What follows belongs to an exercise in optimizing a design on an open flow for small area, a short achievable clock period and few clock cycles; a production flow would make more cautious choices.
At most, simulation tests tie the RTL to the original design; equivalence was not proved.
For runs 1 to 3, only the layout was checked, not whether the RTL still works.
Power figures rest on the tool's default switching activity, not on a simulated workload.

===== config.mk =====
export PLATFORM = sky130hd
export DESIGN_NAME = dps_top
export DESIGN_NICKNAME = dps_top
export VERILOG_FILES = /design/flow/design.v
export SDC_FILE = /design/flow/constraint.sdc
export NUM_CORES = 4
export LEC_CHECK = 0
export ABC_CLOCK_PERIOD_IN_PS = 2500
export CAP_MARGIN = 20
export CORE_MARGIN = 2
export CORE_UTILIZATION = 60
export GPL_TIMING_DRIVEN = 1
export PLACE_DENSITY = 0.7
export SLEW_MARGIN = 20

===== constraint.sdc =====
create_clock -name core_clock -period 11.0 [get_ports {clk}]
set_input_delay 2.2000 -clock core_clock [delete_from_list [all_inputs] [get_ports {clk}]]
set_output_delay 2.2000 -clock core_clock [all_outputs]
set_load 0.01 [all_outputs]

===== standard.sh =====
#!/bin/bash
# synth_recipe.tcl (not shown) runs the flow's synth.tcl, then flattens the netlist and writes it again
# the make line also repeats each setting of config.mk as NAME=value (left out here)
make -C /OpenROAD-flow-scripts/flow DESIGN_CONFIG=/design/flow/config.mk WORK_HOME=/design/flow/orfs CLKGATE_MAP_FILE= SYNTH_SCRIPT=/design/flow/synth_recipe.tcl "${@:-finish}"

===== flow/run.sh =====
#!/bin/bash
# Standard layout; timing repair aims for setup slack of at least MARGIN ns
# at the design's clock period, so that it works on the design's real
# critical paths; ports are buffered with buf_2. Each step's full output
# goes to its own log file here.
set -euo pipefail
MARGIN=8.0
bash standard.sh synth > synth.log 2>&1
bash standard.sh SETUP_SLACK_MARGIN=$MARGIN \
    "BUFFER_PORTS_ARGS=-buffer_cell sky130_fd_sc_hd__buf_2" finish > layout.log 2>&1

===== design.v =====
module dps_spi (
    input  wire       clk,
    input  wire       rst,
    input  wire       go,
    input  wire [7:0] tx_byte,
    input  wire       tx_dc,
    input  wire       tx_last,
    output wire       rdy,
    output wire       idle,
    output wire       act_o,
    output wire [3:0] idx,
    output reg        spi_cs_n,
    output reg        spi_dc,
    output reg        spi_sclk,
    output reg        spi_mosi
);
    reg       act;
    reg       lst;
    reg [6:0] sh;
    reg [2:0] bc;
    wire bdone = act & spi_sclk & (bc == 3'd0);
    assign rdy   = ~act | (bdone & ~lst);
    assign idle  = ~act & spi_cs_n;
    assign act_o = act;
    assign idx   = {~bc, spi_sclk};
    always @(posedge clk) begin
        if (rst) begin
            act      <= 1'b0;
            spi_cs_n <= 1'b1;
            spi_sclk <= 1'b0;
        end else if (go) begin
            act      <= 1'b1;
            spi_cs_n <= 1'b0;
            spi_sclk <= 1'b0;
        end else if (act) begin
            spi_sclk <= ~spi_sclk;
            if (bdone) begin
                act <= 1'b0;
                if (lst) spi_cs_n <= 1'b1;
            end
        end
    end
    always @(posedge clk) begin
        if (go) begin
            spi_mosi <= tx_byte[7];
            sh       <= tx_byte[6:0];
            bc       <= 3'd7;
            lst      <= tx_last;
            spi_dc   <= tx_dc;
        end else if (act & spi_sclk) begin
            spi_mosi <= sh[6];
            sh       <= {sh[5:0], 1'b0};
            bc       <= bc - 3'd1;
        end
    end
endmodule
module dps_init_rom (
    input  wire [8:0] idx,
    output reg  [8:0] entry,
    output reg  [3:0] knext
);
    always @(*) begin
        case (idx)
            9'd192: entry = {1'b0, 8'h11};
            9'd304: entry = {1'b0, 8'h3A};
            9'd305: entry = {1'b1, 8'h05};
            9'd306: entry = {1'b0, 8'hB0};
            9'd307: entry = {1'b1, 8'h00};
            9'd308: entry = {1'b1, 8'hE8};
            9'd309: entry = {1'b0, 8'hB2};
            9'd310: entry = {1'b1, 8'h0C};
            9'd311: entry = {1'b1, 8'h0C};
            9'd312: entry = {1'b1, 8'h00};
            9'd313: entry = {1'b1, 8'h33};
            9'd314: entry = {1'b1, 8'h33};
            9'd315: entry = {1'b0, 8'hB7};
            9'd316: entry = {1'b1, 8'h35};
            9'd317: entry = {1'b0, 8'hBB};
            9'd318: entry = {1'b1, 8'h35};
            9'd319: entry = {1'b0, 8'hC0};
            9'd320: entry = {1'b1, 8'h2C};
            9'd321: entry = {1'b0, 8'hC2};
            9'd322: entry = {1'b1, 8'h01};
            9'd323: entry = {1'b0, 8'hC3};
            9'd324: entry = {1'b1, 8'h13};
            9'd325: entry = {1'b0, 8'hC4};
            9'd326: entry = {1'b1, 8'h20};
            9'd327: entry = {1'b0, 8'hC6};
            9'd328: entry = {1'b1, 8'h0F};
            9'd329: entry = {1'b0, 8'hD0};
            9'd330: entry = {1'b1, 8'hA4};
            9'd331: entry = {1'b1, 8'hA1};
            9'd332: entry = {1'b0, 8'hD6};
            9'd333: entry = {1'b1, 8'hA1};
            9'd334: entry = {1'b0, 8'hE0};
            9'd335: entry = {1'b1, 8'hF0};
            9'd336: entry = {1'b1, 8'h00};
            9'd337: entry = {1'b1, 8'h04};
            9'd338: entry = {1'b1, 8'h04};
            9'd339: entry = {1'b1, 8'h04};
            9'd340: entry = {1'b1, 8'h05};
            9'd341: entry = {1'b1, 8'h29};
            9'd342: entry = {1'b1, 8'h33};
            9'd343: entry = {1'b1, 8'h3E};
            9'd344: entry = {1'b1, 8'h38};
            9'd345: entry = {1'b1, 8'h12};
            9'd346: entry = {1'b1, 8'h12};
            9'd347: entry = {1'b1, 8'h28};
            9'd348: entry = {1'b1, 8'h30};
            9'd349: entry = {1'b0, 8'hE1};
            9'd350: entry = {1'b1, 8'hF0};
            9'd351: entry = {1'b1, 8'h07};
            9'd352: entry = {1'b1, 8'h0A};
            9'd353: entry = {1'b1, 8'h0D};
            9'd354: entry = {1'b1, 8'h0B};
            9'd355: entry = {1'b1, 8'h07};
            9'd356: entry = {1'b1, 8'h28};
            9'd357: entry = {1'b1, 8'h33};
            9'd358: entry = {1'b1, 8'h3E};
            9'd359: entry = {1'b1, 8'h36};
            9'd360: entry = {1'b1, 8'h14};
            9'd361: entry = {1'b1, 8'h14};
            9'd362: entry = {1'b1, 8'h29};
            9'd363: entry = {1'b1, 8'h32};
            9'd364: entry = {1'b0, 8'h36};
            9'd365: entry = {1'b1, 8'h20};
            9'd366: entry = {1'b0, 8'h21};
            9'd414: entry = {1'b0, 8'h29};
            9'd448: entry = {1'b0, 8'h2A};
            9'd449: entry = {1'b1, 8'h00};
            9'd450: entry = {1'b1, 8'h00};
            9'd451: entry = {1'b1, 8'h00};
            9'd452: entry = {1'b1, 8'h00};
            9'd453: entry = {1'b0, 8'h2B};
            9'd454: entry = {1'b1, 8'h00};
            9'd455: entry = {1'b1, 8'h00};
            9'd456: entry = {1'b1, 8'h00};
            9'd457: entry = {1'b1, 8'h00};
            9'd458: entry = {1'b0, 8'h2C};
            9'd464: entry = {1'b0, 8'h36};
            9'd465: entry = {1'b1, 8'h20};
            9'd470: entry = {1'b1, 8'h00};
            9'd479: entry = {1'b1, 8'h00};
            9'd480: entry = {1'b1, 8'h00};
            default: entry = 9'h000;
        endcase
    end
    always @(*) begin
        case (idx)
            9'd63: knext = 4'd3;
            9'd191: knext = 4'd8;
            9'd303: knext = 4'd8;
            9'd304: knext = 4'd8;
            9'd305: knext = 4'd8;
            9'd306: knext = 4'd8;
            9'd307: knext = 4'd8;
            9'd308: knext = 4'd8;
            9'd309: knext = 4'd8;
            9'd310: knext = 4'd8;
            9'd311: knext = 4'd8;
            9'd312: knext = 4'd8;
            9'd313: knext = 4'd8;
            9'd314: knext = 4'd8;
            9'd315: knext = 4'd8;
            9'd316: knext = 4'd8;
            9'd317: knext = 4'd8;
            9'd318: knext = 4'd8;
            9'd319: knext = 4'd8;
            9'd320: knext = 4'd8;
            9'd321: knext = 4'd8;
            9'd322: knext = 4'd8;
            9'd323: knext = 4'd8;
            9'd324: knext = 4'd8;
            9'd325: knext = 4'd8;
            9'd326: knext = 4'd8;
            9'd327: knext = 4'd8;
            9'd328: knext = 4'd8;
            9'd329: knext = 4'd8;
            9'd330: knext = 4'd8;
            9'd331: knext = 4'd8;
            9'd332: knext = 4'd8;
            9'd333: knext = 4'd8;
            9'd334: knext = 4'd8;
            9'd335: knext = 4'd8;
            9'd336: knext = 4'd8;
            9'd337: knext = 4'd8;
            9'd338: knext = 4'd8;
            9'd339: knext = 4'd8;
            9'd340: knext = 4'd8;
            9'd341: knext = 4'd8;
            9'd342: knext = 4'd8;
            9'd343: knext = 4'd8;
            9'd344: knext = 4'd8;
            9'd345: knext = 4'd8;
            9'd346: knext = 4'd8;
            9'd347: knext = 4'd8;
            9'd348: knext = 4'd8;
            9'd349: knext = 4'd8;
            9'd350: knext = 4'd8;
            9'd351: knext = 4'd8;
            9'd352: knext = 4'd8;
            9'd353: knext = 4'd8;
            9'd354: knext = 4'd8;
            9'd355: knext = 4'd8;
            9'd356: knext = 4'd8;
            9'd357: knext = 4'd8;
            9'd358: knext = 4'd8;
            9'd359: knext = 4'd8;
            9'd360: knext = 4'd8;
            9'd361: knext = 4'd8;
            9'd362: knext = 4'd8;
            9'd363: knext = 4'd8;
            9'd364: knext = 4'd9;
            9'd365: knext = 4'd8;
            9'd413: knext = 4'd8;
            9'd414: knext = 4'd6;
            9'd447: knext = 4'd8;
            9'd448: knext = 4'd13;
            9'd449: knext = 4'd12;
            9'd450: knext = 4'd12;
            9'd451: knext = 4'd12;
            9'd452: knext = 4'd8;
            9'd453: knext = 4'd12;
            9'd454: knext = 4'd12;
            9'd455: knext = 4'd12;
            9'd456: knext = 4'd12;
            9'd457: knext = 4'd10;
            9'd458: knext = 4'd5;
            9'd463: knext = 4'd8;
            9'd464: knext = 4'd9;
            9'd465: knext = 4'd4;
            9'd467: knext = 4'd15;
            9'd468: knext = 4'd4;
            9'd469: knext = 4'd15;
            9'd470: knext = 4'd4;
            9'd471: knext = 4'd1;
            9'd472: knext = 4'd1;
            9'd473: knext = 4'd1;
            9'd474: knext = 4'd1;
            9'd475: knext = 4'd1;
            9'd476: knext = 4'd1;
            9'd477: knext = 4'd1;
            9'd478: knext = 4'd14;
            9'd479: knext = 4'd15;
            9'd480: knext = 4'd4;
            default: knext = 4'd0;
        endcase
    end
endmodule
module dps_top (
    input  wire       clk,
    input  wire       rst,
    input  wire       in_valid,
    input  wire [7:0] in_data,
    output wire       in_ready,
    input  wire       bus_ok,
    output wire       rsp_valid,
    output wire [7:0] rsp_data,
    input  wire       rsp_ready,
    output wire       spi_cs_n,
    output wire       spi_dc,
    output wire       spi_sclk,
    output wire       spi_mosi,
    output reg        lcd_rst_n,
    output reg  [9:0] bl_duty,
    output reg        bl_pwm,
    output reg        diag,
    output reg  [4:0] faults,
    output reg        idle
);
    localparam ST_OP = 2'd0, ST_ARG = 2'd1, ST_PROG = 2'd2, ST_STRM = 2'd3;
    localparam O_INIT = 3'd0, O_ORI = 3'd1, O_WIN = 3'd2, O_STR = 3'd3,
               O_BRI = 3'd4, O_D16 = 3'd5;
    localparam K_NOP = 4'd0, K_ROT = 4'd1, K_RSTA = 4'd2, K_RSTD = 4'd3,
               K_END = 4'd4, K_ENDW = 4'd5, K_ENDI = 4'd6,
               K_TXC = 4'd8, K_TXM = 4'd9, K_TXCB = 4'd10,
               K_TXR = 4'd12, K_TXRA = 4'd13, K_TXRH = 4'd14, K_TXI = 4'd15;
    localparam [8:0] P_INIT = 9'd0, P_WIN = 9'd448, P_ORI = 9'd464,
                     P_CMD = 9'd468, P_D8 = 9'd470, P_D16 = 9'd472;
    localparam R_HOLD = 3'd0, R_SHIN = 3'd1, R_ROT = 3'd2, R_PHA = 3'd3,
               R_PHB = 3'd4, R_MUL = 3'd5, R_STRM = 3'd6, R_DUTY = 3'd7;
    reg  [7:0]  ib;           
    reg         ibv;
    reg         in_rdy;
    reg  [1:0]  st;
    reg  [2:0]  opq;
    reg         raw;
    reg  [8:0]  S;            
    reg  [3:0]  rk;           
    reg  [63:0] R;
    reg         ready, orient, primed;
    reg         bok;          
    reg         ord;          
    reg         eq;           
    reg         hf;           
    reg         bapp;         
    reg         c1, c2, c3, c4, c5, c6;    
    reg         rspv, r0, r6, rac;
    reg  [1:0]  rj;           
    reg  [9:0]  cn;           
    assign in_ready  = in_rdy;
    assign rsp_valid = rspv;
    assign rsp_data  = {rac, r6, rac, 1'b0, rac, rac, 1'b0, r0};
    wire take = in_valid & in_rdy;
    wire [8:0] rom;
    wire [3:0] knext;
    dps_init_rom u_rom (.idx(S), .entry(rom), .knext(knext));
    wire       rdc   = rom[8];
    wire [7:0] rbyte = rom[7:0];
    wire in_op   = (st == ST_OP);
    wire in_arg  = (st == ST_ARG);
    wire in_prog = (st == ST_PROG);
    wire in_strm = (st == ST_STRM);
    wire k_tx    = rk[3];
    wire k_srcr  = rk[3] & rk[2] & ~(rk[1] & rk[0]);
    wire k_srci  = (rk == K_TXI);
    wire k_wibv  = rk[3] & rk[2] & rk[1];                
    wire k_free  = ~rk[3] & ~rk[2] & ~rk[1];             
    wire k_rst   = ~rk[3] & ~rk[2] & rk[1];              
    wire       spi_rdy, spi_idle, spi_act;
    wire [3:0] bidx;
    wire       s_last;
    wire       tx_valid = (in_prog & k_tx & (~k_wibv | ibv)) | (in_strm & ibv);
    wire       go       = tx_valid & spi_rdy;
    wire [7:0] tx_byte  = (in_strm | k_srci) ? ib :
                          k_srcr ? R[63:56] :
                          {rbyte[7] | ((rk == K_TXM) & orient), rbyte[6:0]};
    wire       tx_dc    = in_strm | k_srcr | rdc;
    wire       tx_last  = in_strm ? s_last : (rk != K_TXRH);
    dps_spi u_spi (
        .clk(clk), .rst(rst), .go(go), .tx_byte(tx_byte), .tx_dc(tx_dc),
        .tx_last(tx_last), .rdy(spi_rdy), .idle(spi_idle), .act_o(spi_act),
        .idx(bidx), .spi_cs_n(spi_cs_n), .spi_dc(spi_dc),
        .spi_sclk(spi_sclk), .spi_mosi(spi_mosi)
    );
    wire phA = in_prog & spi_act & (rk == K_TXRA);    
    wire phB = in_prog & spi_act & (rk == K_TXCB);    
    wire phM = in_prog & spi_act & (rk == K_ENDW);    
    wire i0  = (bidx == 4'd0);
    wire i15 = (bidx == 4'd15);
    wire ta = R[48], tb = R[32], tc = R[16], td = R[0];
    wire k34  = (bidx == 4'd1) | (bidx == 4'd5);
    wire k319 = (bidx <= 4'd5) | (bidx == 4'd8);
    wire k171 = (bidx == 4'd0) | (bidx == 4'd1) | (bidx == 4'd3) |
                (bidx == 4'd5) | (bidx == 4'd7);
    wire kw = orient ? k171 : k319;    
    wire kh = orient ? k319 : k171;    
    wire c1i = i0 | c1, c2i = i0 | c2, c3i = i0 | c3, c4i = i0 | c4;
    wire c5i = ~i0 & c5, c6i = ~i0 & c6;
    wire sa = ta ^ i15, sb = tb ^ i15, sc = tc ^ i15, sd = td ^ i15;
    wire xo_o = (sc & ~sa) | (sc & c1i) | (~sa & c1i);      
    wire yo_o = (sd & ~sb) | (sd & c2i) | (~sb & c2i);      
    wire xw_o = (kw & ~tc) | (kw & c3i) | (~tc & c3i);      
    wire yh_o = (kh & ~td) | (kh & c4i) | (~td & c4i);      
    wire tp = orient ? ta : tb, tq = orient ? tc : td;
    wire t1 = tp ^ k34 ^ c5i, t2 = tq ^ k34 ^ c6i;          
    wire c5o = (tp & k34) | (tp & c5i) | (k34 & c5i);
    wire c6o = (tq & k34) | (tq & c6i) | (k34 & c6i);
    wire range_ok = xo_o & yo_o & xw_o & yh_o & ~ta & ~tb;
    wire bu   = tb ^ ~ta ^ c1i;
    wire cu_o = (tb & ~ta) | (tb & c1i) | (~ta & c1i);
    wire bw   = (bu ^ c2i) & ord;
    wire cw_o = bu & c2i;
    wire w16  = cw_o & ord;
    wire bv   = td ^ ~tc ^ c3i;
    wire cv_o = (td & ~tc) | (td & c3i) | (~tc & c3i);
    wire [17:0] msum = {1'b0, R[31], R[63:48]} +
                       (R[32] ? {1'b0, R[16], R[15:0]} : 18'd0);
    wire hrot    = in_strm & (S[4:0] != 5'd31);
    wire hbit    = R[5] ^ c1;                   
    wire hz      = (R[31:5] == 27'd0);
    assign s_last = hz & (R[4:0] == 5'd1) & (raw | hf);
    wire cdec    = in_strm & go & (raw | hf);   
    wire lwrap   = (R[4:0] == 5'd0);
    wire [7:0] cm     = raw ? R[62:55] : R[63:56];
    wire       cfirst = (S[2:0] == 3'd4);
    wire       ctop   = ~R[31] & (~raw | ~R[63]);
    wire       ceq    = (cfirst ? ctop : eq) & (cm == ib);
    wire       nzero  = |{R[23:0], ib};
    wire       bgt = ib > 8'd100;
    wire [9:0] bnd = (ib == 8'd100) ? 10'd1023 : ({3'b000, ib[6:0]} * 10'd10);
    function [2:0] rspd(input [1:0] j, input o);
        reg [1:0] jj;
        begin
            jj   = j ^ {o, 1'b0};
            rspd = {jj == 2'd3, jj == 2'd1, jj == 2'd0};
        end
    endfunction
    wire ib_slow = (ib == 8'h01) | (ib == 8'h07) | (ib == 8'h10) | (ib == 8'h11);
    reg  [1:0] st_n;
    reg  [2:0] opq_n, rop;
    reg  [8:0] S_n;
    reg  [3:0] rk_n;
    reg        raw_n, ready_n, orient_n, primed_n, ord_n, eq_n, hf_n, lcd_n;
    reg        bapp_n, diag_n, cons, bset, adv, rstart;
    reg  [4:0] faults_n;
    reg        c1_n, c2_n, c3_n, c4_n, c5_n, c6_n;
    always @(*) begin
        st_n = st; opq_n = opq; raw_n = raw; S_n = S; rk_n = rk;
        ready_n = ready; orient_n = orient; primed_n = primed;
        ord_n = ord; eq_n = eq; hf_n = hf; lcd_n = lcd_rst_n;
        bapp_n = 1'b0; faults_n = faults; diag_n = 1'b0;
        c1_n = c1; c2_n = c2; c3_n = c3; c4_n = c4; c5_n = c5; c6_n = c6;
        cons = 1'b0; bset = 1'b0; adv = 1'b0; rstart = 1'b0; rop = R_HOLD;
        case (st)
            ST_OP: if (ibv & ~rspv) begin
                cons = 1'b1;
                case (ib)
                    8'h01: begin opq_n = O_INIT; S_n = 9'd7; st_n = ST_ARG; end
                    8'h02: begin opq_n = O_ORI;  S_n = 9'd7; st_n = ST_ARG; end
                    8'h03: begin opq_n = O_WIN;  S_n = 9'd0; st_n = ST_ARG; end
                    8'h04, 8'h05: begin
                        opq_n = O_STR; raw_n = ib[0]; S_n = 9'd4; st_n = ST_ARG;
                    end
                    8'h06: begin opq_n = O_BRI;  S_n = 9'd7; st_n = ST_ARG; end
                    8'h07: rstart = 1'b1;
                    8'h10: begin
                        st_n = ST_PROG; S_n = P_CMD; rk_n = K_TXI; primed_n = 1'b0;
                    end
                    8'h11: begin
                        st_n = ST_PROG; S_n = P_D8; rk_n = K_TXI; primed_n = 1'b0;
                    end
                    8'h12: begin
                        opq_n = O_D16; S_n = 9'd7; st_n = ST_ARG; primed_n = 1'b0;
                    end
                    default: faults_n[0] = 1'b1;
                endcase
            end
            ST_ARG: if (ibv) begin
                cons = (opq != O_INIT);
                S_n  = S + 9'd1;
                if (opq == O_WIN || opq == O_STR || opq == O_D16) rop = R_SHIN;
                if (opq == O_STR) eq_n = ceq;
                if (S[2:0] == 3'd7) begin
                    case (opq)
                        O_INIT: begin
                            primed_n = 1'b0;
                            if (bok) begin
                                st_n = ST_PROG; S_n = P_INIT; rk_n = K_RSTA;
                            end else begin
                                cons = 1'b1; ready_n = 1'b0; st_n = ST_OP;
                                rstart = 1'b1;
                            end
                        end
                        O_ORI: begin
                            st_n = ST_OP;
                            if (ib > 8'd1) begin
                                faults_n[0] = 1'b1;
                            end else begin
                                if (!ready) faults_n[1] = 1'b1;
                                orient_n = ib[0]; primed_n = 1'b0;
                                st_n = ST_PROG; S_n = P_ORI; rk_n = K_TXC;
                            end
                        end
                        O_WIN: begin
                            if (!ready) faults_n[1] = 1'b1;
                            primed_n = 1'b1;
                            st_n = ST_PROG; S_n = P_WIN; rk_n = K_TXC;
                        end
                        O_STR: begin
                            if (!ready) faults_n[1] = 1'b1;
                            if (!primed) faults_n[3] = 1'b1;
                            else if (!ceq) faults_n[4] = 1'b1;
                            primed_n = 1'b0; hf_n = 1'b0; S_n = 9'd31;
                            st_n = nzero ? ST_STRM : ST_OP;
                        end
                        O_BRI: begin
                            if (!ready) faults_n[1] = 1'b1;
                            bset = 1'b1; st_n = ST_OP;
                        end
                        default: begin
                            st_n = ST_PROG; S_n = P_D16; rk_n = K_ROT;
                        end
                    endcase
                end
            end
            ST_PROG: begin
                if (k_tx) begin
                    if (go) begin
                        adv = 1'b1;
                        if (k_srcr) rop = R_ROT;
                        if (k_srci) cons = 1'b1;
                    end
                end else if (k_free) begin
                    adv = 1'b1;
                    if (rk[0]) rop = R_ROT;
                end else if (k_rst) begin
                    if (spi_idle) begin lcd_n = rk[0]; adv = 1'b1; end
                end else if (rk == K_ENDW) begin
                    if (spi_act & i15) st_n = ST_OP;
                end else if (rk == K_ENDI) begin
                    ready_n = 1'b1; bset = 1'b1; cons = 1'b1; rstart = 1'b1;
                    st_n = ST_OP;
                end else begin
                    st_n = ST_OP;
                end
                if (adv) begin S_n = S + 9'd1; rk_n = knext; end
                if (phA) begin
                    rop = R_PHA;
                    c1_n = xo_o; c2_n = yo_o; c3_n = xw_o; c4_n = yh_o;
                    c5_n = c5o; c6_n = c6o;
                    if (i15) begin
                        if (!range_ok) faults_n[2] = 1'b1;
                        ord_n = xo_o & yo_o;
                    end
                end
                if (phB) begin
                    rop = R_PHB; c1_n = cu_o; c2_n = cw_o; c3_n = cv_o;
                end
                if (phM) rop = R_MUL;
            end
            default: begin    
                rop = R_STRM;
                if (hrot) begin
                    S_n = S + 9'd1;
                    c1_n = c1 & ~R[5];
                end
                if (cdec & lwrap) begin
                    S_n = 9'd4; c1_n = 1'b1;
                end
                if (go) begin
                    cons = 1'b1;
                    hf_n = ~hf & ~raw;
                    if (s_last) st_n = ST_OP;
                end
            end
        endcase
        if (bset) begin
            rop = R_DUTY;
            bapp_n = ~bgt;
            diag_n = bgt;
        end
    end
    wire rtake = rspv & rsp_ready;
    always @(posedge clk) begin
        if (rst) begin
            rspv <= 1'b0;
        end else if (rstart) begin
            rspv <= 1'b1;
        end else if (rtake & (rj == 2'd3)) begin
            rspv <= 1'b0;
        end
        if (rstart) begin
            if (in_op) begin                    
                rj <= 2'd0; {rac, r6, r0} <= rspd(2'd0, orient);
            end else begin                      
                rj <= 2'd3; {rac, r6, r0} <= {2'b00, in_prog};
            end
        end else if (rtake) begin
            rj <= rj + 2'd1; {rac, r6, r0} <= rspd(rj + 2'd1, orient);
        end
    end
    wire [9:0] duty_n = bapp ? R[25:16] : bl_duty;
    wire ibv_n = take | (ibv & ~cons);
    wire fast_n = (in_op & ~rspv & ~(ibv & ib_slow)) |
                  (in_arg & ~((S[2:0] == 3'd7) & (ibv | (opq == O_INIT)))) |
                  (in_prog & (((rk == K_ENDW) & spi_act & i15) | (rk == K_END))) |
                  (in_strm & go & s_last);
    always @(posedge clk) begin
        if (take) ib <= in_data;
        bok <= bus_ok;
        if (rst) begin
            ibv <= 1'b0; in_rdy <= 1'b0; st <= ST_OP;
            ready <= 1'b0; orient <= 1'b0; primed <= 1'b0;
            lcd_rst_n <= 1'b1; faults <= 5'd0; diag <= 1'b0;
            idle <= 1'b0; bapp <= 1'b0;
            bl_duty <= 10'd0; bl_pwm <= 1'b0; cn <= 10'd1;
        end else begin
            ibv <= ibv_n;
            in_rdy <= ~ibv_n | fast_n;
            st <= st_n;
            ready <= ready_n; orient <= orient_n; primed <= primed_n;
            lcd_rst_n <= lcd_n; faults <= faults_n; diag <= diag_n;
            bapp <= bapp_n;
            idle <= in_op & ~ibv & spi_idle & ~bapp & ~rspv & ~take;
            if (bapp) bl_duty <= R[25:16];
            bl_pwm <= cn < duty_n;
            cn <= cn + 10'd1;
        end
        opq <= opq_n; raw <= raw_n; S <= S_n; rk <= rk_n;
        ord <= ord_n; eq <= eq_n; hf <= hf_n;
        c1 <= c1_n; c2 <= c2_n; c3 <= c3_n; c4 <= c4_n; c5 <= c5_n; c6 <= c6_n;
    end
    wire opB  = (rop == R_SHIN) | (rop == R_ROT);       
    wire opA  = (rop == R_PHA);
    wire opBB = (rop == R_PHB);
    wire opM  = (rop == R_MUL);
    wire opS  = (rop == R_STRM);
    wire opD  = (rop == R_DUTY);
    wire [63:0] bsh = {R[55:0], (rop == R_ROT) ? R[63:56] : ib};
    wire top63 = opA ? (orient ? tb : ta) : opM ? msum[16] : bw;
    wire top47 = opA ? (orient ? td : tc) : opM ? msum[0] : bv;
    wire top31 = opA ? t1 : opM ? msum[17] : opS ? hbit : (i15 ? w16 : R[16]);
    wire top15 = opA ? t2 : opS ? R[16] : bw;
    wire b16   = (opBB & i15) ? w16 : R[17];
    wire [63:0] rsh = {top63, R[63:49], top47, R[47:33], top31, R[31:18], b16,
                       top15, R[15:1]};
    wire shr   = opA | opBB;
    wire srot  = opS & hrot;
    always @(posedge clk) begin
        if (opB) begin
            R <= bsh;
        end else begin
            if (shr) R[63:48] <= rsh[63:48];
            else if (opM) R[63:48] <= msum[16:1];
            if (shr | opM) R[47:32] <= rsh[47:32];
            if (shr | opM | srot) R[31] <= rsh[31];
            if (shr | srot) R[30:5] <= rsh[30:5];
            else if (opD) R[25:16] <= bnd;
            if (shr) R[4:0] <= rsh[4:0];
            else if (opS & cdec) R[4:0] <= R[4:0] - 5'd1;
        end
    end
endmodule

==> results.py, run 1 <==
metrics = {
    "clock_tree": {
        "cts_made_buffers": 17,
        "cts_root_buffer": "clkbuf_16",
        "clkTransAtPathRegs_ns": 0.07,
        "cts_sinks": 158,
        "clkLatencyLatePin_ns": 0.43,
        "clock_path_buffers": 2,
        "htree_levels": 4,
        "cts_tree": "yes",
    },
    "floorplan": {
        "initial_core_util_pct": 61.69,
        "placementRows": 51,
        "io_pins": 46,
        "die_w_um": 145.9,
        "core_area_um2": 19590,
        "dieArea_um2": 21290,
        "die_h_um": 145.9,
    },
    "routing": {
        "routed_via_density": 6.734,
        "drtAntennaViolNets": 0,
        "drc": 0,
        "wl_um": 38400,
        "wl_per_cell_um": 22.11,
        "drt-pass1-iter-count": 6,
        "via_count": 11697,
        "drt_iter0_drc": 1524,
    },
    "logic_synthesis": {
        "postSynthCellCount": 1432,
        "yosysMostFrequentCell": "nand2_1",
        "ys_types": 96,
        "synth.area.top_cells": "edfxtp_1 (28%), dfxtp_1 (7.8%), nand2_1 (6.6%), ha_1 (5.7%), nor2_1 (4.2%)",
        "yosysTopAreaCell": "edfxtp_1",
        "postSynth.asyncResetShare_pct": 0,
        "synth.avg_cell_area_um2": 8.439,
        "synth-edff-count": 111,
        "synth_seq_cells": 158,
        "synth.top_cell.area_share_pct": 27.58,
        "yosys-top-cells-count": "nand2_1 (211), nor2_1 (135), edfxtp_1 (111)",
        "ys_warn_count": 3,
        "syn_area_um2": 12090,
        "ys.flop_type": "edfxtp_1",
        "seq_area_frac_synth_pct": 35.37,
    },
    "place": {
        "pre_cts_ws_ns": 6.838,
        "portBuffers": 43,
        "dpl.hpwl_um": 25570,
        "gp_congestion": 0.9796,
        "dpl-instance-area_um2": 12290,
    },
    "finish": {
        "seqCellArea_um2": 4323,
        "final_nets": 1533,
        "fillCellCount": 1522,
        "area_growth_pct": 15.32,
        "drive_above_1_share_pct": 17.53,
        "design_area_um2": 13940,
        "multi_input_area_um2": 7468,
        "antenna_cells": 0,
    },
    "pwr": {
        "seq_power_share_pct": 48.0,
        "clkPwrFrac_pct": 44.7,
        "ir_worst_vdd_v": 0.0001475,
        "leakage_nw": 5.332,
        "powerDensity_nw_per_um2": 97.87,
        "power.share.combinational_pct": 7.3,
        "swShare_pct": 25.84,
        "p_int_w": 0.001012,
        "p_switching_w": 0.0003525,
    },
    "setup_path": {
        "critical_path_class": "reg2out",
        "cp.buffers_inverters": 1,
        "worstPathArrival_ns": 0.95,
        "cp-end-kind": "output port",
        "regToRegStartpoint": "S[8]",
        "critPathLaunch": "r0",
        "cp_max_fo": 1,
        "max_stage_delay_ns": 0.37,
        "path_delay_family": "flip-flops",
        "worstPathRequired_ns": 8.80,
        "crit_chain": "buf_2",
        "cpMaxStageDelayCell": "edfxtp_1",
        "start_kind": "flop",
    },
    "sta": {
        "relSlewSlack_pct": 35.43,
        "rsz0062_at_grt": "yes",
        "worst_slack_ns": 7.850,
        "timing.final.crit_share_pct": 28.64,
        "fin_crit_ns": 3.150,
        "setup_tns_ns": 0,
        "drv_slew": 0,
        "final_hold_viol_count": 0,
        "final-setup-viol-count": 0,
        "final.setup_skew_ns": 0.01738,
        "clock.fmax_mhz": 317.5,
        "tightestPinTransition_ns": 0.9596,
    },
    "global_route": {
        "grtUsageTotal_pct": 34.52,
        "grt_overflow": 0,
        "grt_pass1_vias": 10550,
        "grt_max_degree": 48,
        "grt_pass1_wl_um": 58450,
        "antenna_found_initial": 1,
    },
    "run_status": {
        "outcome": "timing/DRC/antenna clean",
    },
    "flow_run": {
        "drv_cap": 0,
    },
    "min_path": {
        "hold_path_class": "reg2reg",
        "min_from": "cn[0]",
    },
}
[stage by stage]
step	total power, W	hold WS (ns)	std cells	util, %
3_5_place_dp	0.0007550	0.4264	1648	62.73
6_report	0.001364	0.4377	1737	71.14
2_1_floorplan	0.0007325	0.3964	1433	-
4_1_cts	0.001357	0.4451	1712	69.03
5_1_grt	0.001401	0.4657	1737	71.14
3_3_place_gp	0.0007533	0.4174	1648	62.73
[area by class of cell]
class,instances,share of cell area [%]
clock buffer,18,3.079
clock inverter,14,1.212
inverter,46,1.320
multi-input combinational,1126,53.59
sequential,158,31.02
tap,265,2.379
timing repair buffer,110,7.406
[cells by family (layout without fill, tap and decap cells)]
group	after synthesis	count (layout)	synth area share, %
flip-flops	158	158	35.37
AO/OA/AOI/OAI	343	343	19.42
XOR/XNOR	41	41	2.971
multiplexers	52	52	4.535
AND/OR/NAND/NOR	624	625	25.46
adder cells (fa/ha/maj)	63	63	6.854
other	1	2	0.03103
buffers and inverters	150	188	5.363
[placed cells by master (no fill, tap or decap), types with 10 or more instances in the layout]
| cell type | synthesis | routed |
|---|---|---|
| nor4_1 | 16 | 15 |
| nand2b_1 | 16 | 16 |
| dfxtp_1 | 47 | 20 |
| buf_2 | 18 | 16 |
| clkbuf_16 | 0 | 19 |
| a21oi_1 | 70 | 66 |
| nor3_1 | 47 | 44 |
| a21o_1 | 14 | 14 |
| dfxtp_2 | 0 | 21 |
| o22a_1 | 10 | 10 |
| mux2i_1 | 39 | 39 |
| and2_1 | 26 | 24 |
| buf_6 | 3 | 29 |
| inv_1 | 46 | 43 |
| nand2_1 | 211 | 208 |
| buf_4 | 10 | 56 |
| ha_1 | 55 | 45 |
| nand3_1 | 52 | 48 |
| nand4_1 | 14 | 14 |
| o21a_1 | 18 | 18 |
| nor2b_1 | 19 | 17 |
| xnor2_1 | 24 | 24 |
| xor2_1 | 17 | 17 |
| and3_1 | 15 | 15 |
| nor2_1 | 135 | 131 |
| o211ai_1 | 19 | 19 |
| o21ai_0 | 66 | 63 |
| a211oi_1 | 14 | 12 |
| a31oi_1 | 27 | 27 |
| edfxtp_1 | 111 | 111 |
[power by group through the flow]
| stage | sequential (W) | combinational [W] | clock (W) |
|---|---|---|---|
| 2_1_floorplan | 0.000662 | 0.0000703 | 0 |
| 3_3_place_gp | 0.000669 | 0.0000839 | 0 |
| 3_5_place_dp | 0.000670 | 0.0000846 | 0 |
| 4_1_cts | 0.000653 | 0.0000933 | 0.000611 |
| 5_1_grt | 0.000656 | 0.000110 | 0.000634 |
| 6_report | 0.000655 | 0.0000990 | 0.000610 |
[worst paths after layout]
| kind | end | cells after the start | slack (ns) |
|---|---|---|---|
| worst max-delay path | rsp_data[0] | 1 | 7.85 |
| worst min-delay path | cn[0] | 1 | 0.44 |
| worst max register to register | u_spi.sh[1] | 7 | 7.92 |
| worst min register to register | cn[0] | 1 | 0.44 |
[routing by layer]
| metal | vias to the layer above | GRT usage, % | routed length (um) |
|---|---|---|---|
| met5 | - | 0 | 0 |
| met4 | 0 | 11.23 | 1307 |
| met3 | 123 | 7.962 | 4509 |
| met2 | 796 | 51.30 | 16550 |
| met1 | 5482 | 49.87 | 16030 |
| li1 | 5296 | - | - |
[registers in the layout, summed over array words and instances, names as in the netlist, 3 cells and up]
name      flops
ib            8
R            64
faults        5
u_spi.sh      7
opq           3
S             9
cn           10
rk            4
u_spi.bc      3
bl_duty      10
[repair_timing]
action	CTS	global route
cloned	2	3
hold endpoints to repair	0	0
resized for setup	87	47
buffers inserted	30	22
endpoints found under the setup margin	193	186
hold buffers	0	0
pin swaps	5	10
==> run 2, diff against run 1 <==
--- a/design.v
+++ b/design.v
@@ -554,6 +554,7 @@
     wire ibv_n = take | (ibv & ~cons);
     wire fast_n = (in_op & ~rspv & ~(ibv & ib_slow)) |
                   (in_arg & ~((S[2:0] == 3'd7) & (ibv | (opq == O_INIT)))) |
+                  (in_arg & (S[2:0] == 3'd7) & ibv & (opq == O_STR) & ~spi_act) |
                   (in_prog & (((rk == K_ENDW) & spi_act & i15) | (rk == K_END))) |
                   (in_strm & go & s_last);
     always @(posedge clk) begin
--- a/flow/run.sh
+++ b/flow/run.sh
@@ -4,7 +4,7 @@
 # critical paths; ports are buffered with buf_2. Each step's full output
 # goes to its own log file here.
 set -euo pipefail
-MARGIN=8.0
+MARGIN=7.8
 bash standard.sh synth > synth.log 2>&1
 bash standard.sh SETUP_SLACK_MARGIN=$MARGIN \
     "BUFFER_PORTS_ARGS=-buffer_cell sky130_fd_sc_hd__buf_2" finish > layout.log 2>&1
--- a/config.mk
+++ b/config.mk
@@ -9,6 +9,9 @@
 export CAP_MARGIN = 20
 export CORE_MARGIN = 2
 export CORE_UTILIZATION = 60
+export CTS_BUF_LIST = sky130_fd_sc_hd__clkbuf_4 sky130_fd_sc_hd__clkbuf_8
+export CTS_CLUSTER_DIAMETER = 80
+export CTS_CLUSTER_SIZE = 40
 export GPL_TIMING_DRIVEN = 1
 export PLACE_DENSITY = 0.7
 export SLEW_MARGIN = 20
==> run 2 against run 1 <==
Against the previous run:
- hold slack improved by 0.015 ns
- clock power decreased by 22%
- area after synthesis decreased by 0.64%
- highest routed layer unchanged
- via count decreased by 2.3%
- setup slack got worse by 0.093 ns
- cell area decreased by 5.8%
- clock-buffer cell count decreased by 1
- routed wire length decreased by 4.8%
- critical path depth unchanged
- critical endpoint is now spi_dc
- flip-flop and latch count unchanged
- still clean on timing, DRC and antenna
- power decreased by 10%
==> results.py, run 2 <==
metrics = {
    "sta": {
        "final-setup-viol-count": 0,
        "drv_slew": 0,
        "tightestPinTransition_ns": 0.8585,
        "relSlewSlack_pct": 42.76,
        "timing.final.crit_share_pct": 29.48,
        "clock.fmax_mhz": 308.3,
        "setup_tns_ns": 0,
        "rsz0062_at_grt": "yes",
        "final.setup_skew_ns": 0.01410,
        "fin_crit_ns": 3.243,
        "final_hold_viol_count": 0,
    },
    "finish": {
        "area_growth_pct": 9.315,
        "largest_reg_flops": 64,
        "final_cell_mix": "nand2_1 (186), nor2_1 (120), edfxtp_1 (111)",
        "reg_top3": "R (64), bl_duty (10), cn (10)",
        "top_register": "R",
        "layout_commonest_cell": "nand2_1",
        "drive_above_1_share_pct": 13.29,
        "final_nets": 1498,
        "antenna_cells": 0,
    },
    "routing": {
        "drtAntennaViolNets": 0,
        "wl_per_cell_um": 21.47,
        "wl_um": 36550,
        "routed_via_density": 6.712,
        "drt_iter0_drc": 1479,
        "via_count": 11423,
        "drc": 0,
        "drt-pass1-iter-count": 7,
    },
    "pwr": {
        "p_switching_w": 0.0003304,
        "leakage_nw": 4.927,
        "powerDensity_nw_per_um2": 93.30,
        "swShare_pct": 26.98,
        "power.share.combinational_pct": 7.5,
        "p_total_w": 0.001225,
        "p_int_w": 0.0008943,
        "clkPwrFrac_pct": 38.7,
        "seq_power_share_pct": 53.8,
        "ir_worst_vdd_v": 0.00007616,
    },
    "min_path": {
        "hold_path_class": "reg2reg",
        "min_to": "faults[4]",
        "min_from": "faults[4]",
        "min_path_cells": 2,
    },
    "run_status": {
        "outcome": "timing/DRC/antenna clean",
    },
    "setup_path": {
        "reg2reg_depth": 8,
        "rr_endpoint": "u_spi.sh[1]",
        "worstPathArrival_ns": 1.04,
        "cp-end-kind": "output port",
        "max_stage_delay_ns": 0.43,
        "cp.buffers_inverters": 1,
        "worstPathRequired_ns": 8.80,
        "regToRegSetupSlack_ns": 7.85,
        "critical_path_class": "reg2out",
        "path_delay_family": "flip-flops",
        "crit_chain": "buf_6",
        "regToRegStartpoint": "S[2]",
        "cp_max_fo": 1,
        "cpMaxStageDelayCell": "edfxtp_1",
        "critPathLaunch": "u_spi.spi_dc",
        "start_kind": "flop",
    },
    "clock_tree": {
        "clock_path_buffers": 2,
        "htree_levels": 4,
        "clkLatencyLatePin_ns": 0.48,
        "cts_sinks": 158,
        "cts_made_buffers": 17,
        "cts_tree": "yes",
        "cts_root_buffer": "clkbuf_8",
        "clkTransAtPathRegs_ns": 0.09,
        "ctsHoldBuffers": 0,
    },
    "floorplan": {
        "placementRows": 51,
        "die_w_um": 145.5,
        "dieArea_um2": 21160,
        "core_area_um2": 19530,
        "io_pins": 46,
        "die_h_um": 145.5,
        "initial_core_util_pct": 61.50,
    },
    "logic_synthesis": {
        "synth.area.top_cells": "edfxtp_1 (28%), dfxtp_1 (7.8%), nand2_1 (5.9%), ha_1 (5.7%), a21oi_1 (4.4%)",
        "synth.top_cell.area_share_pct": 27.76,
        "seq_area_frac_synth_pct": 35.59,
        "synth.avg_cell_area_um2": 8.421,
        "synth_seq_cells": 158,
        "ys_types": 97,
        "synth-edff-count": 111,
        "syn_area_um2": 12010,
        "yosys-top-cells-count": "nand2_1 (189), nor2_1 (122), edfxtp_1 (111)",
        "yosysTopAreaCell": "edfxtp_1",
        "postSynth.asyncResetShare_pct": 0,
        "ys.flop_type": "edfxtp_1",
        "postSynthCellCount": 1426,
        "ys_warn_count": 3,
        "yosysMostFrequentCell": "nand2_1",
    },
    "global_route": {
        "grt_max_degree": 46,
        "grtUsageTotal_pct": 33.63,
        "grt_overflow": 0,
        "grt_pass1_wl_um": 57010,
        "grt_pass1_vias": 10262,
        "antenna_found_initial": 0,
    },
    "place": {
        "dpl.hpwl_um": 25660,
        "portBuffers": 43,
        "gp_congestion": 0.9623,
    },
    "flow_run": {
        "drv_cap": 0,
    },
}
-- run 2: cell count changes after synthesis, sizes merged, moves of 7 or more --
cell,before,now
inv,46,54
clkbuf,59,51
nor2,136,123
o22ai,7,18
o21a,18,5
nand2b,16,29
nand3,53,44
a21oi,71,106
o22a,10,3
mux2,13,6
a21o,14,7
o211ai,19,11
nand2,211,189
o21ai,73,84
-- run 2: worst max path at each step --
stage / depth (start not counted) / endpoint / slack (ns)
final: 1 / spi_dc / 7.76
after global routing: 1 / spi_dc / 7.73
after CTS: 1 / spi_dc / 7.75
after detailed placement: 9 / R[54] / 6.22
after global placement: 9 / R[54] / 6.34
after floorplan: 10 / R[32] / 7.91
-- run 2: repair_timing --
| action | in CTS | in global routing |
|---|---|---|
| setup endpoints to repair | 152 | 146 |
| gates cloned | 2 | 0 |
| gates resized for setup | 45 | 38 |
| pin swaps | 3 | 3 |
| setup buffers | 10 | 14 |
-- run 2: power by group through the flow --
stage                     registers (W)  logic (W)  clock network (W)
after global routing           0.000661   0.000102           0.000499
final                          0.000659  0.0000914           0.000474
after CTS                      0.000659  0.0000859           0.000475
after detailed placement       0.000674  0.0000841                  0
after global placement         0.000673  0.0000825                  0
after floorplan                0.000665  0.0000690                  0
-- run 2: layer usage --
metal	up-vias	routed length [um]	GRT usage, %
li1	5225	-	-
met1	5365	15650	49.79
met2	748	15820	49.43
met3	85	4259	8.401
met4	0	819	8.480
met5	-	0	0
-- run 2: final cells by class --
type | count | area, um^2
Timing Repair Buffer | 76 | 538.0
Multi-Input combinational cell | 1116 | 7327
Inverter | 55 | 211.5
Fill cell | 1659 | 6400
Clock buffer | 17 | 234.0
Clock inverter | 15 | 188.9
Sequential cell | 158 | 4295
Tap cell | 265 | 331.6
-- run 2: kinds of logic after synthesis --
logic type                 after synthesis  share of synthesized area, %
buffers and inverters                  154                         5.449
muxes                                   48                         4.064
AOI/OAI and AO/OA                      357                         19.39
DFF                                    158                         35.59
and+or+nand+nor                        604                         25.58
adders and majority gates               63                         6.898
xor gates and xnor gates                41                         2.991
other                                    1                       0.03123
-- run 2: metrics by stage --
step / setup WS [ns] / instance area [um^2] / hold slack [ns] / std cells / util (%)
floorplan: 7.910 / 12010 / 0.4088 / 1427 / -
finish: 7.757 / 13130 / 0.4527 / 1702 / 67.22
global placement: 6.341 / 12180 / 0.4330 / 1644 / 62.36
detailed placement: 6.220 / 12180 / 0.4393 / 1644 / 62.36
CTS: 7.746 / 12890 / 0.4545 / 1688 / 66.03
global route: 7.733 / 13130 / 0.4684 / 1702 / 67.22
==> run 3, diff against run 2 <==
--- a/config.mk
+++ b/config.mk
@@ -8,10 +8,10 @@
 export ABC_CLOCK_PERIOD_IN_PS = 2500
 export CAP_MARGIN = 20
 export CORE_MARGIN = 2
-export CORE_UTILIZATION = 60
+export CORE_UTILIZATION = 72
 export CTS_BUF_LIST = sky130_fd_sc_hd__clkbuf_4 sky130_fd_sc_hd__clkbuf_8
 export CTS_CLUSTER_DIAMETER = 80
 export CTS_CLUSTER_SIZE = 40
 export GPL_TIMING_DRIVEN = 1
-export PLACE_DENSITY = 0.7
+export PLACE_DENSITY = 0.8
 export SLEW_MARGIN = 20
==> run 3 against run 2 <==
Against the previous run:
- power down 0.27%
- non-clock buffer count up 2
- global-route usage up 7.8 points
- die area down 16%
- register-to-register slack worse by 0.12 ns
- largest power group unchanged
- clock-buffer cell count unchanged
- clock power down 1%
- hold slack better by 0.0023 ns
- critical path type is now reg2reg
- fmax down 0.69%
- critical endpoint is now rk[3]
- still clean
==> results.py, run 3 <==
metrics = {
    "finish": {
        "area_growth_pct": 8.430,
        "antenna_cells": 0,
        "top_register": "R",
        "reg_top3": "R (64), bl_duty (10), cn (10)",
        "largest_reg_flops": 64,
        "final_cell_mix": "nand2_1 (186), nor2_1 (120), edfxtp_1 (111)",
        "drive_above_1_share_pct": 12.38,
        "stdcell_count": 1658,
        "layout_commonest_cell": "nand2_1",
        "final_nets": 1499,
    },
    "setup_path": {
        "worstPathArrival_ns": 3.51,
        "start_kind": "flop",
        "critical_path_class": "reg2reg",
        "worstPathRequired_ns": 11.24,
        "cp_max_fo": 16,
        "cp-end-kind": "flop",
        "reg2reg_depth": 7,
        "rr_endpoint": "rk[3]",
        "regToRegSetupSlack_ns": 7.73,
        "regToRegStartpoint": "S[4]",
    },
    "global_route": {
        "grtUsageTotal_pct": 41.47,
        "grt.busiest_layer": "met2",
        "globalRouteMet2Util_pct": 61.97,
        "grt_overflow": 0,
        "grt_pass1_wl_um": 57550,
        "grt_max_degree": 46,
        "use_met3_pct": 13.47,
        "grt_pass1_vias": 10785,
        "antenna_found_initial": 0,
        "met1_usage_pct": 56.09,
    },
    "sta": {
        "tightestPinTransition_ns": 0.9067,
        "rsz0062_at_grt": "yes",
        "drv_slew": 0,
        "relSlewSlack_pct": 39.15,
        "final_hold_viol_count": 0,
        "final.setup_skew_ns": 0.02006,
        "fin_crit_ns": 3.266,
        "clock.fmax_mhz": 306.2,
        "final-setup-viol-count": 0,
        "hold-worst-slack_ns": 0.4550,
        "worst_slack_ns": 7.734,
        "timing.final.crit_share_pct": 29.69,
        "setup_tns_ns": 0,
    },
    "floorplan": {
        "io_pins": 46,
        "initial_core_util_pct": 72.93,
        "placementRows": 47,
        "die_w_um": 133.1,
        "dieArea_um2": 17730,
        "core_area_um2": 16470,
        "die_h_um": 133.1,
    },
    "clock_tree": {
        "cts_sinks": 158,
        "htree_levels": 4,
        "clock_path_buffers": 2,
        "ctsHoldBuffers": 0,
        "clkLatencyLatePin_ns": 0.48,
        "clkTransAtPathRegs_ns": 0.11,
        "cts_tree": "yes",
        "cts_root_buffer": "clkbuf_8",
        "cts_made_buffers": 17,
    },
    "pwr": {
        "clkPwrFrac_pct": 38.4,
        "power.share.combinational_pct": 7.8,
        "leakage_nw": 4.925,
        "p_switching_w": 0.0003456,
        "powerDensity_nw_per_um2": 93.81,
        "swShare_pct": 28.30,
        "ir_worst_vdd_v": 0.00009136,
        "p_int_w": 0.0008758,
        "seq_power_share_pct": 53.8,
    },
    "logic_synthesis": {
        "yosysTopAreaCell": "edfxtp_1",
        "synth-edff-count": 111,
        "yosys-top-cells-count": "nand2_1 (189), nor2_1 (122), edfxtp_1 (111)",
        "postSynth.asyncResetShare_pct": 0,
        "ys_warn_count": 3,
        "yosysMostFrequentCell": "nand2_1",
        "synth_seq_cells": 158,
        "synth.top_cell.area_share_pct": 27.76,
        "ys.flop_type": "edfxtp_1",
        "ys_types": 97,
        "syn_area_um2": 12010,
        "seq_area_frac_synth_pct": 35.59,
        "postSynthCellCount": 1426,
        "synth.avg_cell_area_um2": 8.421,
        "synth.area.top_cells": "edfxtp_1 (28%), dfxtp_1 (7.8%), nand2_1 (5.9%), ha_1 (5.7%), a21oi_1 (4.4%)",
    },
    "min_path": {
        "min_to": "faults[4]",
        "min_path_cells": 2,
        "min_from": "faults[4]",
        "hold_path_class": "reg2reg",
    },
    "place": {
        "dpl.hpwl_um": 26220,
        "gp_congestion": 1.014,
        "pre_cts_ws_ns": 6.612,
        "dpl.cell_count": 1602,
        "portBuffers": 43,
    },
    "routing": {
        "drt_iter0_drc": 2170,
        "via_count": 11992,
        "drtAntennaViolNets": 0,
        "drc": 0,
        "drt-pass1-iter-count": 9,
        "routed_via_density": 7.233,
        "wl_per_cell_um": 22.85,
        "wl_um": 37880,
    },
    "flow_run": {
        "drv_cap": 0,
    },
    "run_status": {
        "outcome": "timing/DRC/antenna clean",
    },
}
run 3: metal layers:
| layer | wire length [um] | up-vias |
|---|---|---|
| met5 | 0 | - |
| met4 | 1903 | 0 |
| met3 | 5511 | 237 |
| met2 | 16310 | 1097 |
| met1 | 14150 | 5431 |
| li1 | - | 5227 |
run 3: worst max path at each step:
stage / start / endpoint / slack [ns] / cells after the start
floorplan: S[0] / R[32] / 7.91 / 10
global placement: S[0] / R[53] / 6.80 / 10
detailed placement: S[0] / R[54] / 6.61 / 10
CTS: u_spi.spi_dc / spi_dc / 7.79 / 1
global route: R[32] / R[58] / 7.68 / 9
finish: S[4] / rk[3] / 7.73 / 7
run 3: final cells by class:
cell class | count | area, um^2
clock buffers | 17 | 234.0
clock inverters | 15 | 190.2
fillers | 1010 | 3446
inverters | 55 | 211.5
multi-input cells | 1115 | 7297
flip-flops and latches | 158 | 4287
well taps | 220 | 275.3
repair buffers | 78 | 525.5
run 3: cells by family after synthesis:
kind of cell / count (synthesis) / synth area share (%)
flops: 158 / 35.59
xor+xnor: 41 / 2.991
other cells: 1 / 0.03123
mux: 48 / 4.064
buf+inv: 154 / 5.449
fa+ha+maj: 63 / 6.898
simple gates: 604 / 25.58
compound gates: 357 / 19.39
run 3: repair_timing:
action / CTS / global route
setup buffers: 11 / 12
pin swaps: 2 / 3
setup endpoints to repair: 139 / 137
resized for setup: 39 / 25
gates cloned: 1 / 0
run 3: metrics by stage:
stage                     cell area, um^2  utilization [%]  total power [W]
after detailed placement            12140            73.75        0.0007595
final                               13020            79.07         0.001221
after floorplan                     12010                -        0.0007337
after global routing                13020            79.07         0.001248
after global placement              12140            73.75        0.0007540
after CTS                           12830            77.93         0.001212
run 3: worst max-delay path, cell delays in order (launching register included):
cell	delay, ns
edfxtp_1	0.70
nand2b_2	0.41
nor3_1	0.11
o21ai_0	0.51
nand2_1	0.28
nor4_2	0.53
nand4_1	0.25
a21o_1	0.24
run 3: power by group through the flow:
stage | Clock [W] | Sequential (W) | Combinational, W
after global routing | 0.000486 | 0.000659 | 0.000103
after global placement | 0 | 0.000671 | 0.0000829
final | 0.000469 | 0.000658 | 0.0000947
after detailed placement | 0 | 0.000672 | 0.0000872
after CTS | 0.000465 | 0.000658 | 0.0000892
after floorplan | 0 | 0.000665 | 0.0000690
==> run 4, diff against run 3 <==
--- a/design.v
+++ b/design.v
@@ -489,8 +489,10 @@
                 end else if (rk == K_ENDW) begin
                     if (spi_act & i15) st_n = ST_OP;
                 end else if (rk == K_ENDI) begin
-                    ready_n = 1'b1; bset = 1'b1; cons = 1'b1; rstart = 1'b1;
-                    st_n = ST_OP;
+                    if (spi_idle) begin
+                        ready_n = 1'b1; bset = 1'b1; cons = 1'b1; rstart = 1'b1;
+                        st_n = ST_OP;
+                    end
                 end else begin
                     st_n = ST_OP;
                 end
==> config.mk (replaced) <==
export PLATFORM = sky130hd
export DESIGN_NAME = dps_top
export DESIGN_NICKNAME = dps_top
export VERILOG_FILES = /design/flow/design.v
export SDC_FILE = /design/flow/constraint.sdc
export NUM_CORES = 4
export LEC_CHECK = 0
export ABC_CLOCK_PERIOD_IN_PS = 2500
export CAP_MARGIN = 20
export CORE_MARGIN = 2
export CORE_UTILIZATION = 50
export GPL_TIMING_DRIVEN = 1
export PLACE_DENSITY = 0.6
export SLEW_MARGIN = 20
==> run 4 against run 3 <==
Against the previous run:
- power increased by 100%
- clock power rose by 28%
- hold slack got worse by 0.014 ns
- critical path depth fell by 6
==> results.py, run 4 <==
metrics = {
    "run_status": {
        "outcome": "timing/DRC/antenna clean",
    },
    "sta": {
        "fin_crit_ns": 3.149,
        "drv_slew": 0,
        "clock.fmax_mhz": 317.6,
        "relSlewSlack_pct": 32.68,
        "final.setup_skew_ns": 0.01179,
        "final_hold_viol_count": 0,
        "final-setup-viol-count": 0,
        "timing.final.crit_share_pct": 28.63,
        "tightestPinTransition_ns": 1.010,
        "setup_tns_ns": 0,
        "rsz0062_at_grt": "yes",
    },
    "global_route": {
        "grtUsageTotal_pct": 30.75,
        "antenna_found_initial": 2,
        "grt_pass1_wl_um": 60760,
        "grt_max_degree": 74,
        "grt_pass1_vias": 10473,
        "grt_overflow": 0,
    },
    "routing": {
        "via_count": 11249,
        "drc": 0,
        "drt_iter0_drc": 1456,
        "wl_um": 39470,
        "drt-pass1-iter-count": 7,
        "drtAntennaViolNets": 0,
        "wl_per_cell_um": 22.54,
        "routed_via_density": 6.424,
    },
    "logic_synthesis": {
        "synth-edff-count": 111,
        "seq_area_frac_synth_pct": 35.68,
        "synth.area.top_cells": "edfxtp_1 (28%), dfxtp_1 (7.9%), ha_1 (5.7%), nand2_1 (5.2%), nor2_1 (4.7%)",
        "synth.top_cell.area_share_pct": 27.83,
        "syn_area_um2": 11980,
        "ys.flop_type": "edfxtp_1",
        "yosysMostFrequentCell": "nand2_1",
        "synth_top_family_by_area": "simple AND/OR/NAND/NOR gates",
        "synth.avg_cell_area_um2": 8.406,
        "synth_compound_area_share_pct": 20.69,
        "synth_xor_area_share_pct": 3.144,
        "ys_types": 97,
        "synthSimpleGateAreaFrac_pct": 24.42,
        "yosysTopAreaCell": "edfxtp_1",
        "ys_warn_count": 3,
        "yosys-top-cells-count": "nand2_1 (167), nor2_1 (149), edfxtp_1 (111)",
        "postSynthCellCount": 1425,
        "yosys.area_share.adder_pct": 6.915,
        "synth_mux_area_share_pct": 3.562,
        "postSynth.asyncResetShare_pct": 0,
        "synth_seq_cells": 158,
    },
    "clock_tree": {
        "clkTransAtPathRegs_ns": 0.07,
        "clkLatencyLatePin_ns": 0.44,
        "cts_made_buffers": 17,
        "cts_root_buffer": "clkbuf_16",
        "cts_sinks": 158,
        "clock_path_buffers": 2,
        "ctsHoldBuffers": 0,
        "htree_levels": 4,
        "cts_tree": "yes",
    },
    "setup_path": {
        "cp-end-kind": "output port",
        "path_delay_family": "flip-flops",
        "crit_chain": "buf_2",
        "start_kind": "flop",
        "cpMaxStageDelayCell": "edfxtp_1",
        "max_stage_delay_ns": 0.36,
        "worstPathRequired_ns": 8.80,
        "cp.buffers_inverters": 1,
        "cp_max_fo": 1,
        "worstPathArrival_ns": 0.95,
        "critical_path_class": "reg2out",
    },
    "finish": {
        "final_cell_mix": "nand2_1 (162), nor2_1 (146), edfxtp_1 (111)",
        "multi_input_area_um2": 7274,
        "final_nets": 1493,
        "layout_commonest_cell": "nand2_1",
        "antenna_cells": 0,
        "seqCellArea_um2": 4287,
        "utilization_pct": 56.49,
        "drive_above_1_share_pct": 13.48,
        "stdcell_count": 1751,
        "largest_reg_flops": 64,
        "reg_top3": "R (64), bl_duty (10), cn (10)",
        "fillCellCount": 2178,
        "top_register": "R",
        "area_growth_pct": 10.70,
    },
    "floorplan": {
        "dieArea_um2": 25210,
        "die_h_um": 158.8,
        "placementRows": 56,
        "core_area_um2": 23470,
        "die_w_um": 158.8,
        "initial_core_util_pct": 51.03,
        "io_pins": 46,
    },
    "pwr": {
        "leakage_nw": 5.033,
        "ir_worst_vdd_v": 0.0001014,
        "powerDensity_nw_per_um2": 183.8,
    },
    "min_path": {
        "hold_path_class": "reg2reg",
    },
    "flow_run": {
        "drv_cap": 0,
    },
    "place": {
        "dpl.cell_count": 1693,
        "dpl.hpwl_um": 27780,
        "portBuffers": 43,
        "gp_congestion": 0.9579,
    },
}
==> run 4: cell count changes after synthesis, moves of 7 or more <==
cell      delta
clkbuf_1    +23
nor2b_1     +10
a31oi_1      -8
nand3_1      -8
nor2_1      +27
nand2_1     -22
a211oi_1    +19
nand4_1      +9
buf_2       -17
nand3b_1     -7
nor3_1      -13
o21ai_0      +8
a21oi_1     -20
==> run 4: worst paths after layout <==
path              slack, ns   from  cells past startpoint          end
setup / recovery       7.85     r0                      1  rsp_data[0]
setup reg to reg       7.86   S[2]                      9        R[18]
hold reg to reg        0.44  cn[0]                      1        cn[0]
hold / removal         0.44  cn[0]                      1        cn[0]
==> run 4: per-layer routing <==
metal	routed length [um]	track usage, %	vias up	part of all wire, %
met1	17290	44.88	5346	44
met2	16700	44.30	590	42
met3	3897	5.512	96	9.9
met4	1585	13.51	0	4.0
li1	-	-	5217	-
met5	0	0	-	0
==> run 4: area by class of cell <==
class                      count  share of cell area (%)
clock buffer                  18                   3.312
clock inverter                14                   1.047
inverter                      58                   1.689
multi-input combinational   1107                   54.86
sequential                   158                   32.33
tap                          319                   3.010
timing repair buffer          77                   3.755
==> run 4: stage by stage <==
step,total power [W],setup WS [ns],area (um^2),hold slack [ns]
after floorplan,0.001502,7.888,11980,0.3966
after global placement,0.001770,6.541,12230,0.4208
after detailed placement,0.001759,6.469,12230,0.4301
after CTS,0.002378,7.802,13070,0.4461
after global routing,0.002566,7.774,13260,0.4598
final,0.002437,7.851,13260,0.4415
==> run 4: cells by family after synthesis <==
logic type,count (synthesis)
muxes,42
adders and majority gates,63
buffers and inverters,163
xor gates and xnor gates,43
AOI/OAI and AO/OA,368
other,1
and+or+nand+nor,587
DFF,158
==> run 4: where the power goes <==
part           switching (W)  internal (W)
sequential          0.000115      0.000726
clock               0.000289      0.000309
combinational       0.000643      0.000355
==> run 4: what timing repair did <==
action / in CTS / in global routing
resized for setup: 34 / 28
setup buffers: 12 / 12
endpoints found under the hold margin: 0 / 0
setup endpoints to repair: 163 / 83
pin swaps: 4 / 1
cloned: 2 / 0
Testbench counts of run 4, summed over its fixed seeds: cycles 1,014,566.
==> run 5, diff against run 4 <==
--- a/config.mk
+++ b/config.mk
@@ -8,7 +8,7 @@
 export ABC_CLOCK_PERIOD_IN_PS = 2500
 export CAP_MARGIN = 20
 export CORE_MARGIN = 2
-export CORE_UTILIZATION = 50
+export CORE_UTILIZATION = 60
 export GPL_TIMING_DRIVEN = 1
-export PLACE_DENSITY = 0.6
+export PLACE_DENSITY = 0.7
 export SLEW_MARGIN = 20
==> run 5 against run 4 <==
Against the previous run:
- clock-buffer cell count down 1
- register-to-register slack improved by 0.03 ns
- critical endpoint is now spi_cs_n
- critical path type unchanged
- via count is 1.3% higher
- fmax is 0.86% lower
- power fell by 1.5%
- still clean on timing, DRC and antenna
- clock skew up 0.0048 ns
- cell count shrank 2.9%
==> results.py, run 5 <==
metrics = {
    "run_status": {
        "outcome": "timing/DRC/antenna clean",
    },
    "routing": {
        "drt-pass1-iter-count": 7,
        "routed_via_density": 6.701,
        "via_count": 11398,
        "drtAntennaViolNets": 0,
        "wl_um": 37550,
        "drc": 0,
        "wl_per_cell_um": 22.08,
        "drt_iter0_drc": 1491,
    },
    "finish": {
        "drive_above_1_share_pct": 12.95,
        "fillCellCount": 1674,
        "largest_reg_flops": 64,
        "layout_commonest_cell": "nand2_1",
        "final_cell_mix": "nand2_1 (162), nor2_1 (147), edfxtp_1 (111)",
        "area_growth_pct": 9.954,
        "final_nets": 1497,
        "antenna_cells": 0,
        "top_register": "R",
        "design_area_um2": 13170,
        "reg_top3": "R (64), bl_duty (10), cn (10)",
    },
    "setup_path": {
        "worstPathRequired_ns": 8.80,
        "cp.buffers_inverters": 1,
        "critical_path_class": "reg2out",
        "cp_max_fo": 3,
        "start_kind": "flop",
        "worstPathArrival_ns": 0.98,
        "cp-end-kind": "output port",
        "max_stage_delay_ns": 0.39,
        "cpMaxStageDelayCell": "dfxtp_1",
        "crit_chain": "buf_2",
        "path_delay_family": "flip-flops",
    },
    "clock_tree": {
        "htree_levels": 4,
        "cts_made_buffers": 17,
        "cts_root_buffer": "clkbuf_16",
        "clock_path_buffers": 2,
        "cts_sinks": 158,
        "clkLatencyLatePin_ns": 0.45,
        "cts_tree": "yes",
        "clkTransAtPathRegs_ns": 0.07,
    },
    "logic_synthesis": {
        "synth_seq_cells": 158,
        "synth.avg_cell_area_um2": 8.406,
        "postSynthCellCount": 1425,
        "postSynth.asyncResetShare_pct": 0,
        "yosysTopAreaCell": "edfxtp_1",
        "seq_area_frac_synth_pct": 35.68,
        "ys_types": 97,
        "syn_area_um2": 11980,
        "synth.top_cell.area_share_pct": 27.83,
        "yosys-top-cells-count": "nand2_1 (167), nor2_1 (149), edfxtp_1 (111)",
        "ys.flop_type": "edfxtp_1",
        "synth.area.top_cells": "edfxtp_1 (28%), dfxtp_1 (7.9%), ha_1 (5.7%), nand2_1 (5.2%), nor2_1 (4.7%)",
        "ys_warn_count": 3,
        "yosysMostFrequentCell": "nand2_1",
        "synth-edff-count": 111,
    },
    "global_route": {
        "met1_usage_pct": 49.94,
        "grt.busiest_layer": "met2",
        "grt_overflow": 0,
        "grt_pass1_wl_um": 57530,
        "globalRouteMet2Util_pct": 50.71,
        "grt_pass1_vias": 10194,
        "grtUsageTotal_pct": 34.58,
        "use_met3_pct": 8.176,
        "antenna_found_initial": 0,
        "grt_max_degree": 74,
    },
    "floorplan": {
        "dieArea_um2": 21110,
        "placementRows": 51,
        "io_pins": 46,
        "die_h_um": 145.3,
        "die_w_um": 145.3,
        "initial_core_util_pct": 61.35,
        "core_area_um2": 19530,
    },
    "sta": {
        "tightestPinTransition_ns": 0.9358,
        "clock.fmax_mhz": 314.8,
        "final_hold_viol_count": 0,
        "final.setup_skew_ns": 0.01656,
        "drv_slew": 0,
        "hold-worst-slack_ns": 0.4370,
        "setup_tns_ns": 0,
        "final-setup-viol-count": 0,
        "fin_crit_ns": 3.176,
        "timing.final.crit_share_pct": 28.88,
        "relSlewSlack_pct": 37.61,
        "rsz0062_at_grt": "yes",
    },
    "place": {
        "portBuffers": 43,
        "gp_congestion": 0.9984,
        "dpl.hpwl_um": 26320,
        "dpl-instance-area_um2": 12150,
    },
    "pwr": {
        "leakage_nw": 5.037,
        "p_total_w": 0.002402,
        "ir_worst_vdd_v": 0.0001388,
        "powerDensity_nw_per_um2": 182.3,
    },
    "min_path": {
        "hold_path_class": "reg2reg",
    },
    "flow_run": {
        "drv_cap": 0,
    },
}
## run 5: path summary, 6_finish.rpt
check / to / slack, ns / startpoint / cells past startpoint
max reg2reg: R[18] / 7.89 / S[0] / 11
min reg2reg: cn[0] / 0.44 / cn[0] / 1
max: spi_cs_n / 7.82 / u_spi.spi_cs_n / 1
min: cn[0] / 0.44 / cn[0] / 1
## run 5: metal layers
metal	vias up	share of wire (%)
met3	107	12
met2	749	43
li1	5240	-
met1	5302	42
met5	-	0
met4	0	3.3
## run 5: timing repair
action / in CTS / in global routing
endpoints found under the setup margin: 159 / 48
setup buffers: 12 / 19
pin swaps: 3 / 5
gates resized for setup: 39 / 16
hold buffers: 0 / 0
hold endpoints to repair: 0 / 0
cloned: 0 / 0
## run 5: area by class of cell
type	count	area (um^2)	area share, %
timing repair buffer	83	564.3	4.284
tap	265	331.6	2.517
inverter	58	224.0	1.700
sequential	158	4284	32.53
multi-input combinational	1105	7212	54.75
clock inverter	15	130.1	0.9879
clock buffer	17	425.4	3.230
## run 5: logic make-up (layout without fill, tap and decap cells)
logic type	after synthesis	in the layout	share of synthesized area [%]
and+or+nand+nor	587	587	24.42
AOI/OAI and AO/OA	368	368	20.69
buffers and inverters	163	173	5.557
DFF	158	158	35.68
adders and majority gates	63	63	6.915
xor gates and xnor gates	43	43	3.144
muxes	42	42	3.562
other	1	2	0.03130
## run 5: through the flow
step	utilization, %	cells	setup slack [ns]
floorplan	-	1426	7.888
global placement	62.23	1638	6.898
detailed placement	62.23	1638	6.812
CTS	66.46	1682	7.811
global route	67.45	1701	7.787
finish	67.45	1701	7.824
## run 5: power by group
part           switching, W  total (W)  internal (W)  leakage [nW]
Sequential         0.000118   0.000844      0.000726          1.39
Clock              0.000276   0.000572      0.000297         0.281
Combinational      0.000631   0.000985      0.000355          3.37

==> static timing again, ports no longer ideal <==
The flow's constraints put no driver on any port. The routed layouts listed below were extracted and timed again, unchanged, in two steps. Step 1, drivers: a clkbuf_16 drives clk and a buf_2 each remaining input, both assumed. Step 2 adds t to the input delays and takes it off the output delays; t is the mean of the earliest and latest rising clock arrival at the registers after step 1. Input paths then give back, and output paths get back, about the clock's delay inside the block. a / b / c = ideal / step 1 / step 2; a / b = the first two.
run | t, ns | setup WS [ns] | hold slack, ns
run 1 | 0.475 | 7.850 / 7.801 / 7.650 | 0.438 / 0.438 / 0.438
run 2 | 0.518 | 7.757 / 7.713 / 7.682 | 0.453 / 0.453 / 0.453
run 3 | 0.513 | 7.734 / 7.734 / 7.697 | 0.455 / 0.455 / 0.455
run 4 | 0.483 | 7.851 / 7.802 / 7.517 | 0.442 / 0.442 / 0.442
run 5 | 0.488 | 7.824 / 7.774 / 7.563 | 0.437 / 0.437 / 0.437
After both steps every run listed still meets setup and hold. For run 4, which loses most, drivers alone change the setup slack by -0.049 ns; drivers and shift together by -0.334 ns.
